Context: an optimization exercise on an open-source flow, tuned for small area, a short achievable clock period and few clock cycles. The choices shown serve that exercise and are no tape-out recipe. Function was checked by simulation only, so behaviour that the tests miss may differ from the original. Power and IR drop assume default switching activity.

## onyx
## cmdproc
module cmdproc (
    input  wire        clk,
    input  wire        rst,           
    input  wire        start,
    input  wire [63:0] start_base,
    input  wire [31:0] start_count,
    output wire        idle,
    output wire        done,
    output wire        faulted,
    output wire [2:0]  f_code,
    output wire        f_hdr_valid,
    output wire [63:0] f_hdr_addr,
    output wire [31:0] f_hdr_word,
    output wire        f_call_valid,
    output wire [13:0] f_method,
    output wire [2:0]  f_subch,
    output wire [1:0]  f_argi,
    output wire        f_value_valid,
    output wire [31:0] f_value,
    output wire        xl_req,
    output wire [63:0] xl_va,
    input  wire        xl_rsp,
    input  wire        xl_err,
    input  wire [63:0] xl_pa,
    output wire        rd_req,
    output wire [63:0] rd_addr,
    input  wire        rd_rsp,
    input  wire        rd_err,
    input  wire [31:0] rd_data,
    output wire        ev_valid,
    output wire [2:0]  ev_kind,
    output wire [13:0] ev_method,
    output wire [2:0]  ev_subch,
  ...
For scale: roughly 1800 cells after synthesis, about 18000 um2 of cells after synthesis.
clock: 8.0 ns
lec_check: 0
cap_margin: 20
core_margin: 2
core_utilization: 55
place_density: 0.68
setup_slack_margin: 5
slew_margin: 20
tns_end_percent: 4
standard.sh (not shown) runs the stock make flow with config.mk's settings and CLKGATE_MAP_FILE= SYNTH_SCRIPT=/design/flow/synth_recipe.tcl, a recipe that flattens the netlist after the stock synthesis.
==> flow/flow/run.sh <==
#!/bin/bash
# Standard layout, with the port buffers made from the smallest buffer cell
# and a clock tree of small buffers without dummy loads.
set -e
export BUFFER_PORTS_ARGS="-buffer_cell sky130_fd_sc_hd__buf_1"
export CTS_ARGS="-sink_clustering_enable -repair_clock_nets -dont_use_dummy_load -buf_list sky130_fd_sc_hd__clkbuf_4"
bash standard.sh > standard.log 2>&1
Testbench counts of onyx, summed over its fixed seeds: cycles 20,254.
#### Input delta (juniper over onyx)
Settings: a deleted PLACE_DENSITY that had been 0.68; a change of CORE_UTILIZATION from 55 to 40; a change of TNS_END_PERCENT from 4 to 0.
==> run summary <==
- | share of cell area taken by flip-flops and latches | juniper vs onyx | 1.8 points higher |
- Looking only at latest clock arrival within the worst-skew pair, and setting everything else aside, the higher value of juniper and onyx goes to juniper.
- Looking only at count of inserted antenna diode cells, and setting everything else aside, the higher value of juniper and onyx goes to onyx.
> inputs changed (juniper -> harbor)
Settings: TNS_END_PERCENT now 1, was 0.
Results
Delta (harbor minus juniper): critical path depth moved up; total power went up 1.4%; met1 usage in global routing rose 2.8 points; routed wire length increased about 8%; proportion of power drawn by combinational gates roughly the same. harbor vs. juniper: highest ir drop seen on vdd decreased by about 18% relative to the old numbers; wire length the detailed router placed on met1 rose by 7.6%.

* * *

cmdproc, a different RTL version from the one above (not shown whole).
Size: roughly 1600 cells after synthesis, ~640 I/O pins, about 17000 um^2 of cells after synthesis.
// cmdproc
module cmdproc (
    input  wire        clk,
    input  wire        rst,           
    input  wire        start,
    input  wire [63:0] start_base,
    input  wire [31:0] start_count,
    output wire        idle,
    output wire        done,
    output wire        faulted,
    output wire [2:0]  f_code,
    output wire        f_hdr_valid,
    output wire [63:0] f_hdr_addr,
    output wire [31:0] f_hdr_word,
    output wire        f_call_valid,
    output wire [13:0] f_method,
    output wire [2:0]  f_subch,
    output wire [1:0]  f_argi,
    output wire        f_value_valid,
    output wire [31:0] f_value,
    output wire        xl_req,
    output wire [63:0] xl_va,
    input  wire        xl_rsp,
    input  wire        xl_err,
    input  wire [63:0] xl_pa,
    output wire        rd_req,
    output wire [63:0] rd_addr,
    input  wire        rd_rsp,
    input  wire        rd_err,
    input  wire [31:0] rd_data,
    output wire        ev_valid,
    output wire [2:0]  ev_kind,
    output wire [13:0] ev_method,
    output wire [2:0]  ev_subch,
    output wire [31:0] ev_value,
    output wire [1:0]  ev_rem,
    output wire [1:0]  ev_len,
  ...
make LEC_CHECK=0 CAP_MARGIN=20 CORE_MARGIN=2 CORE_UTILIZATION=40 SETUP_SLACK_MARGIN=5 SLEW_MARGIN=20 TNS_END_PERCENT=10 finish   # period 8.0 ns
run.sh (not shown) runs the stock make flow with config.mk's settings and CLKGATE_MAP_FILE= SYNTH_SCRIPT=/design/flow/synth_recipe.tcl, a recipe that flattens the netlist after the stock synthesis.
Stock flow here: none of the scripts above is used.
Testbench counts at the start, summed over its fixed seeds: cycles 20,056.
Rerun with:
TNS_END_PERCENT = default   (was 10)
Result:
- The changed run completed with no timing, DRC or antenna violations
- power went up by a few percent
- first-iteration DRC count climbs by a quarter to a third
- worst hold slack loses 0.0084 ns
- register-to-register slack gains 0.03 ns
- synthesized area is unchanged
- global-route usage came out higher by 5.5 points
- final area goes up by a quarter to a third
- clock skew grows by 0.0047 ns
- clock-buffer cell count rises by 11
Rerun with:
SETUP_SLACK_MARGIN = default   (was 5)
- power goes down by 8.3%
- register-to-register slack degrades by 0.06 ns
- routed wire length goes down by 24%
- non-clock buffer count goes down by 695
- flip-flop and latch count stays the same
- final cell count goes down by 21%
- worst hold slack hardly moves
- design area goes down by 31%
- fmax goes down by 20%
- via count goes down by 21%
Rerun with:
==> flow/flow/run.sh (new file) <==
#!/bin/bash
# Standard layout, with the port buffers made from the smallest buffer cell.
set -e
export BUFFER_PORTS_ARGS="-buffer_cell sky130_fd_sc_hd__buf_1"
bash standard.sh > standard.log 2>&1
==> flow/standard.sh (new file) <==
#!/bin/bash
# synth_recipe.tcl (not shown) runs the flow's synth.tcl, then flattens the netlist and writes it again
# the make line also repeats each setting of config.mk as NAME=value (left out here)
make -C /OpenROAD-flow-scripts/flow DESIGN_CONFIG=/design/flow/config.mk WORK_HOME=/design/flow/orfs CLKGATE_MAP_FILE= SYNTH_SCRIPT=/design/flow/synth_recipe.tcl "${@:-finish}"
SETUP_SLACK_MARGIN = 5   (was default)
TNS_END_PERCENT = 10   (was default)
removed: flow/run.sh
After rerunning: Setup slack gains 1.5 ns; fmax grows by 32%; synthesized area does not change; synthesized cell count does not change.

-- re-timing with driven ports --
No port has a modelled driver above. Below, the same layouts with a new extraction and two added sets of constraints. Step 1 (the two cells are an assumption about what drives the block):
set clk [get_ports {clk}]
set_driving_cell -lib_cell sky130_fd_sc_hd__clkbuf_16 $clk
set_driving_cell -lib_cell sky130_fd_sc_hd__buf_2 [delete_from_list [all_inputs] $clk]
Step 2 also shifts input and output timing later by t, the mid clock arrival at the registers, as if the neighbouring blocks saw the same clock. a / b / c = no drivers / after step 1 / after step 2; a / b = the first two.
run	t (ns)	slack for setup (ns)	worst hold slack (ns)
onyx	0.756	3.748 / 3.713 / 3.476	0.480 / 0.480 / 0.480
juniper	0.831	3.887 / 3.811 / 3.296	0.463 / 0.463 / 0.463
harbor	0.842	3.775 / 3.751 / 3.391	0.505 / 0.505 / 0.505
the first run of note 2	0.608	3.082 / 3.024 / 3.055	0.509 / 0.509 / 0.509
the second run of note 2	0.608	3.023 / 2.965 / 3.077	0.501 / 0.501 / 0.501
the third run of note 2	0.593	1.755 / 1.700 / 1.768	0.499 / 0.499 / 0.499
the fourth run of note 2	0.611	3.264 / 3.242 / 3.089	0.494 / 0.494 / 0.494
After both steps setup and hold are still met in every run listed. The setup slack of juniper, which loses most, moves by -0.076 ns with the drivers and by -0.591 ns with both steps.
